Context: an optimization exercise on an open-source flow, tuned for a short achievable clock period and few clock cycles. The choices shown serve that exercise and are no tape-out recipe.
At most, simulation tests tie the RTL to the original design; equivalence was not proved.

Design crc32_engine, start of the top module:
module crc32_engine (
    input  wire        clk,
    input  wire        rst,
    input  wire        cmd_valid,
    output wire        cmd_ready,
    input  wire [7:0]  cmd,
    input  wire [31:0] din,
    output wire [31:0] dout,
    output wire        err
);
    localparam [31:0] X_INIT = 32'h9226F562;
    reg [31:0] x_q;       
    reg [31:0] y_q;       
    reg [31:0] w_q;       
    reg [31:0] s_sv_q;    
    reg [31:0] d_sv_q;    
    reg [2:0]  fold_q;    
    reg        rst_q;     
    reg        keep_q;    
    reg        yf_q;      
    reg        sres_q;    
    reg        dres_q;    
    reg [31:0] dout_q;    
    reg        err_q;     
    reg        ready_q;   
    reg        rt_q;      
    reg [7:0]  idx_q;     
    wire zhi     = ~cmd[7] & ~cmd[3] & ~cmd[2];
    wire zlo     = ~cmd[1] & ~cmd[0];
    wire full    = cmd[1] & cmd[0];
    wire op_upd  = zhi & ~cmd[6] &  cmd[5] &  cmd[4];
    wire op_init = zhi & ~cmd[6] & ~cmd[5] &  cmd[4] & zlo;
    wire op_load = zhi & ~cmd[6] &  cmd[5] & ~cmd[4] & zlo;
  ...
For scale: about 1,500 cells after synthesis, about 210 flip-flops, roughly 14,000 um^2 of cells after synthesis.
Settings: LEC_CHECK=0, ABC_CLOCK_PERIOD_IN_PS=1000, CAP_MARGIN=20, CORE_MARGIN=2, CORE_UTILIZATION=40, SETUP_SLACK_MARGIN=4.6, SLEW_MARGIN=20, TNS_END_PERCENT=100; clock period 6.0 ns.
standard.sh (not shown) runs the stock make flow with config.mk's settings and CLKGATE_MAP_FILE= SYNTH_SCRIPT=/design/flow/synth_recipe.tcl, a recipe that flattens the netlist after the stock synthesis.
==> flow/flow/run.sh <==
#!/bin/bash
# Standard layout (the standard.sh, which runs the standard synthesis
# script), with more slow cells kept out of synthesis and repair: three-input
# XORs, high-stack OR/NOR/AND-OR cells and the like. Registers are untouched
# (flip-flops are mapped before ABC and none of them is in the list).
set -euo pipefail
PL=$(cat flow/platform_dont_use.txt)
EXTRA=$(cat flow/extra_dont_use.txt)
bash standard.sh "DONT_USE_CELLS=$PL $EXTRA" finish > standard.log 2>&1
Other scripts of this flow, unchanged in this note and not shown: flow/flow/extra_dont_use.txt, flow/flow/platform_dont_use.txt
The baseline produced a clean layout.
Rerun with:
--- a/flow/design.v
+++ b/flow/design.v
@@ -45,25 +45,24 @@
     output wire [31:0] dout,
     output wire        err
 );
     localparam [31:0] X_INIT = 32'h9226F562;
     reg [31:0] x_q;       
     reg [31:0] y_q;       
     reg [31:0] w_q;       
     reg [31:0] s_sv_q;    
     reg [31:0] d_sv_q;    
     reg [2:0]  fold_q;    
     reg        rst_q;     
     reg        keep_q;    
-    reg        yf_q;      
     reg        sres_q;    
     reg        dres_q;    
     reg [31:0] dout_q;    
     reg        err_q;     
     reg        ready_q;   
     reg        rt_q;      
     reg [7:0]  idx_q;     
     wire zhi     = ~cmd[7] & ~cmd[3] & ~cmd[2];
     wire zlo     = ~cmd[1] & ~cmd[0];
     wire full    = cmd[1] & cmd[0];
     wire op_upd  = zhi & ~cmd[6] &  cmd[5] &  cmd[4];
     wire op_init = zhi & ~cmd[6] & ~cmd[5] &  cmd[4] & zlo;
@@ -227,24 +226,22 @@
         w_q     <= s_in;
         s_sv_q  <= s_cur;
         d_sv_q  <= dout_q;
         rst_q   <= rst;
         keep_q  <= ~rst & ~(acc & ~fast);
         sres_q  <= go & ~(fast | op_short);
         dres_q  <= go & ~legal;
         fold_q  <= {3{go & op_short}} &
                    {cmd[1:0] == 2'd2, cmd[1:0] == 2'd1, cmd[1:0] == 2'd0};
         x_q     <= ({32{upd}} & s_in) | ({32{x_set}} & X_INIT) | ({32{xy_keep}} & x_q);
         y_q     <= ({32{y_load}} & din) | ({32{fold_q[0]}} & c1) | ({32{fold_q[1]}} & c2) |
                    ({32{fold_q[2]}} & c3) | ({32{sres_q}} & s_sv_q) | ({32{xy_keep}} & y_q);
-        yf_q    <= y_load | (|fold_q) | sres_q | (yf_q & xy_keep);
-        dout_q  <= {32{~rst}} & (({32{acc & c_rds & ~yf_q}} & t4) | ({32{acc & c_fin & ~yf_q}} & ~t4) |
-                   ({32{acc & c_rds & yf_q}} & y_q) | ({32{acc & c_fin & yf_q}} & ~y_q) |
+        dout_q  <= {32{~rst}} & (({32{acc & c_rds}} & s_cur) | ({32{acc & c_fin}} & ~s_cur) |
                    ({32{rt_q}} & t_rd) | ({32{dres_q}} & d_sv_q) | ({32{d_keep}} & dout_q));
         err_q   <= ~rst & (err_q | (go & ~legal));
         ready_q <= ~rst & ~(go & ~fast);
         rt_q    <= go & op_rdt;
     end
     assign cmd_ready = ready_q;
     assign dout      = dout_q;
     assign err       = err_q;
 endmodule
Result: Synthesized area came out lower by a few percent. Core utilization is lower by 2.8 points. Clock-buffer cell count climbs by 1. Flip-flop and latch count drops by 1. Synthesized cell count goes down by a little under a tenth.
Testbench counts after the change, summed over its fixed seeds: cycles 6,042.
Only the layout flow was run in the first run of this note; the RTL was not checked for function there.


Setup of the baseline:
crc32_engine, a different RTL version from the one above (not shown whole).
For scale: ~1300 cells after synthesis, roughly 170 flip-flops, about 13000 µm² of cells after synthesis.
==> flow/config.mk <==
export PLATFORM = sky130hd
export DESIGN_NAME = crc32_engine
export DESIGN_NICKNAME = crc32_engine
export VERILOG_FILES = /design/flow/design.v
export SDC_FILE = /design/flow/constraint.sdc
export NUM_CORES = 4
export LEC_CHECK = 0
export ABC_CLOCK_PERIOD_IN_PS = 1000
export CAP_MARGIN = 20
export CORE_MARGIN = 2
export CORE_UTILIZATION = 35
export SETUP_SLACK_MARGIN = 5.0
export SLEW_MARGIN = 20
export TNS_END_PERCENT = 100
==> flow/constraint.sdc <==
create_clock -name core_clock -period 6.0 [get_ports {clk}]
set_input_delay 1.2000 -clock core_clock [delete_from_list [all_inputs] [get_ports {clk}]]
set_output_delay 1.2000 -clock core_clock [all_outputs]
set_load 0.01 [all_outputs]
Scripts as last shown in full above: flow/flow/run.sh
Other scripts of this flow, unchanged in this note and not shown: flow/flow/extra_dont_use.txt, flow/flow/platform_dont_use.txt
In summary, the baseline completed successfully, with a layout that passed the timing, DRC and antenna checks.
### the baseline -> the candidate
--- a/flow/design.v
+++ b/flow/design.v
@@ -46,22 +46,25 @@
     output wire        err
 );
     localparam [31:0] X_INIT = 32'h9226F562;
     reg [31:0] x_q;       
     reg [31:0] y_q;       
     reg [31:0] w_q;       
     reg [31:0] s_sv_q;    
+    reg [31:0] d_sv_q;    
     reg [2:0]  fold_q;    
     reg        rst_q;     
     reg        keep_q;    
     reg        sres_q;    
+    reg        dres_q;    
     reg [31:0] dout_q;    
     reg        err_q;     
     reg        ready_q;   
     reg        rt_q;      
+    reg [7:0]  idx_q;     
     wire zhi     = ~cmd[7] & ~cmd[3] & ~cmd[2];
     wire zlo     = ~cmd[1] & ~cmd[0];
     wire full    = cmd[1] & cmd[0];
     wire op_upd  = zhi & ~cmd[6] &  cmd[5] &  cmd[4];
     wire op_init = zhi & ~cmd[6] & ~cmd[5] &  cmd[4] & zlo;
     wire op_load = zhi & ~cmd[6] &  cmd[5] & ~cmd[4] & zlo;
     wire op_rds  = zhi &  cmd[6] & ~cmd[5] & ~cmd[4] & zlo;
@@ -71,20 +74,22 @@
     wire op_short = op_upd & ~full;
     wire fast    = (op_upd & full) | op_init | op_load | op_rds | op_fin | op_nop;
     wire legal   = fast | op_short | op_rdt;
     wire acc     = cmd_valid & ready_q;
     wire c_upd   =  cmd[5] &  cmd[4];               
     wire c_load  =  cmd[5] & ~cmd[4];               
     wire c_init  = ~cmd[6] & ~cmd[5] &  cmd[4];     
+    wire c_rds   =  cmd[6] & ~cmd[5] & ~cmd[4];     
+    wire c_fin   =  cmd[6] & ~cmd[5] &  cmd[4];     
     wire upd     = acc & c_upd;
     wire x_set   = (acc & c_init) | rst_q;
     wire y_load  = acc & c_load;
     wire xy_keep = keep_q & ~(acc & (cmd[5] | c_init));
     wire go      = acc & ~rst;
-    wire d_keep  = ~rst & ~rt_q & ~(go & (op_rds | op_fin));
+    wire d_keep  = ~rst & ~rt_q & ~dres_q & ~(acc & cmd[6] & ~cmd[5]);
     wire [31:0] t4, c1, c2, c3;
     assign t4[0] = x_q[0] ^ x_q[1] ^ x_q[2] ^ x_q[3] ^ x_q[4] ^ x_q[6] ^ x_q[7] ^ x_q[8] ^ x_q[16] ^ x_q[20] ^ x_q[22] ^ x_q[23] ^ x_q[26];
     assign t4[1] = x_q[1] ^ x_q[2] ^ x_q[3] ^ x_q[4] ^ x_q[5] ^ x_q[7] ^ x_q[8] ^ x_q[9] ^ x_q[17] ^ x_q[21] ^ x_q[23] ^ x_q[24] ^ x_q[27];
     assign t4[2] = x_q[0] ^ x_q[2] ^ x_q[3] ^ x_q[4] ^ x_q[5] ^ x_q[6] ^ x_q[8] ^ x_q[9] ^ x_q[10] ^ x_q[18] ^ x_q[22] ^ x_q[24] ^ x_q[25] ^ x_q[28];
     assign t4[3] = x_q[1] ^ x_q[3] ^ x_q[4] ^ x_q[5] ^ x_q[6] ^ x_q[7] ^ x_q[9] ^ x_q[10] ^ x_q[11] ^ x_q[19] ^ x_q[23] ^ x_q[25] ^ x_q[26] ^ x_q[29];
     assign t4[4] = x_q[2] ^ x_q[4] ^ x_q[5] ^ x_q[6] ^ x_q[7] ^ x_q[8] ^ x_q[10] ^ x_q[11] ^ x_q[12] ^ x_q[20] ^ x_q[24] ^ x_q[26] ^ x_q[27] ^ x_q[30];
     assign t4[5] = x_q[0] ^ x_q[3] ^ x_q[5] ^ x_q[6] ^ x_q[7] ^ x_q[8] ^ x_q[9] ^ x_q[11] ^ x_q[12] ^ x_q[13] ^ x_q[21] ^ x_q[25] ^ x_q[27] ^ x_q[28] ^ x_q[31];
@@ -211,28 +216,31 @@
     assign c3[30] = w_q[6] ^ w_q[7] ^ w_q[10] ^ w_q[11] ^ w_q[12] ^ w_q[14] ^ w_q[16] ^ w_q[17] ^ w_q[22] ^ w_q[23];
     assign c3[31] = w_q[7] ^ w_q[11] ^ w_q[13] ^ w_q[14] ^ w_q[17] ^ w_q[23];
     wire [31:0] s_cur = t4 ^ y_q;
     wire [31:0] dmask = din & {{8{cmd[1] & cmd[0]}}, {8{cmd[1]}},
                                {8{cmd[1] | cmd[0]}}, 8'hFF};
     wire [31:0] s_in  = t4 ^ (y_q ^ dmask);
     wire [31:0] t_rd;
-    crc32_rom u_rom (.idx(w_q[7:0] ^ s_sv_q[7:0]), .data(t_rd));
+    crc32_rom u_rom (.idx(idx_q), .data(t_rd));
     always @(posedge clk) begin
+        idx_q   <= din[7:0];
         w_q     <= s_in;
         s_sv_q  <= s_cur;
+        d_sv_q  <= dout_q;
         rst_q   <= rst;
         keep_q  <= ~rst & ~(acc & ~fast);
         sres_q  <= go & ~(fast | op_short);
+        dres_q  <= go & ~legal;
         fold_q  <= {3{go & op_short}} &
                    {cmd[1:0] == 2'd2, cmd[1:0] == 2'd1, cmd[1:0] == 2'd0};
         x_q     <= ({32{upd}} & s_in) | ({32{x_set}} & X_INIT) | ({32{xy_keep}} & x_q);
         y_q     <= ({32{y_load}} & din) | ({32{fold_q[0]}} & c1) | ({32{fold_q[1]}} & c2) |
                    ({32{fold_q[2]}} & c3) | ({32{sres_q}} & s_sv_q) | ({32{xy_keep}} & y_q);
-        dout_q  <= ({32{go & op_rds}} & s_cur) | ({32{go & op_fin}} & ~s_cur) |
-                   ({32{~rst & rt_q}} & t_rd) | ({32{d_keep}} & dout_q);
+        dout_q  <= {32{~rst}} & (({32{acc & c_rds}} & s_cur) | ({32{acc & c_fin}} & ~s_cur) |
+                   ({32{rt_q}} & t_rd) | ({32{dres_q}} & d_sv_q) | ({32{d_keep}} & dout_q));
         err_q   <= ~rst & (err_q | (go & ~legal));
         ready_q <= ~rst & ~(go & ~fast);
         rt_q    <= go & op_rdt;
     end
     assign cmd_ready = ready_q;
     assign dout      = dout_q;
     assign err       = err_q;
--- outcome ---
Compared to the baseline, the router laid down more metal wire for the candidate. The mean area per synthesized cell reported for the candidate is greater than that of the baseline by 0.98%. The candidate ended up with a higher maximum buffer depth of the clock tree than the baseline did. Clock period minus worst slack: the candidate lower than the baseline. Flop and latch count out of synthesis ended up 41 higher on the candidate than on the baseline. Core util | the candidate vs the baseline | the candidate lower.
Testbench counts of the candidate, summed over its fixed seeds: cycles 6,042.
Function not checked in the baseline: the RTL went through the layout flow alone.

port drivers added, routing unchanged:
In the flow no input, the clock included, has a driving cell. The finished layouts below were timed again as built, in two steps. Step 1 sets driving cells, clkbuf_16 on the clock port and buf_2 on the other inputs (assumed; they add their load-dependent delay and slew). Step 2 moves the port delays by t, midway between the first and last clock arrival at a register: inputs arrive t later, outputs are due t later. That takes back most of the time a late clock gives input paths. Three values: ideal ports, drivers, drivers and shift; two values: the first two.
run	t, ns	slack for setup (ns)	hold WS [ns]
the first run of note 1	0.581	3.644 / 3.644 / 3.222	0.380 / 0.380 / 0.380
the second run of note 1	0.601	3.705 / 3.705 / 3.118	0.383 / 0.383 / 0.383
the baseline	0.504	3.756 / 3.756 / 3.308	0.483 / 0.483 / 0.483
the candidate	0.589	3.780 / 3.728 / 3.247	0.375 / 0.375 / 0.375
After both steps setup and hold are still met in every run listed. The setup slack of the second run of note 1, which loses most, moves by 0.000 ns with the drivers and by -0.587 ns with both steps.
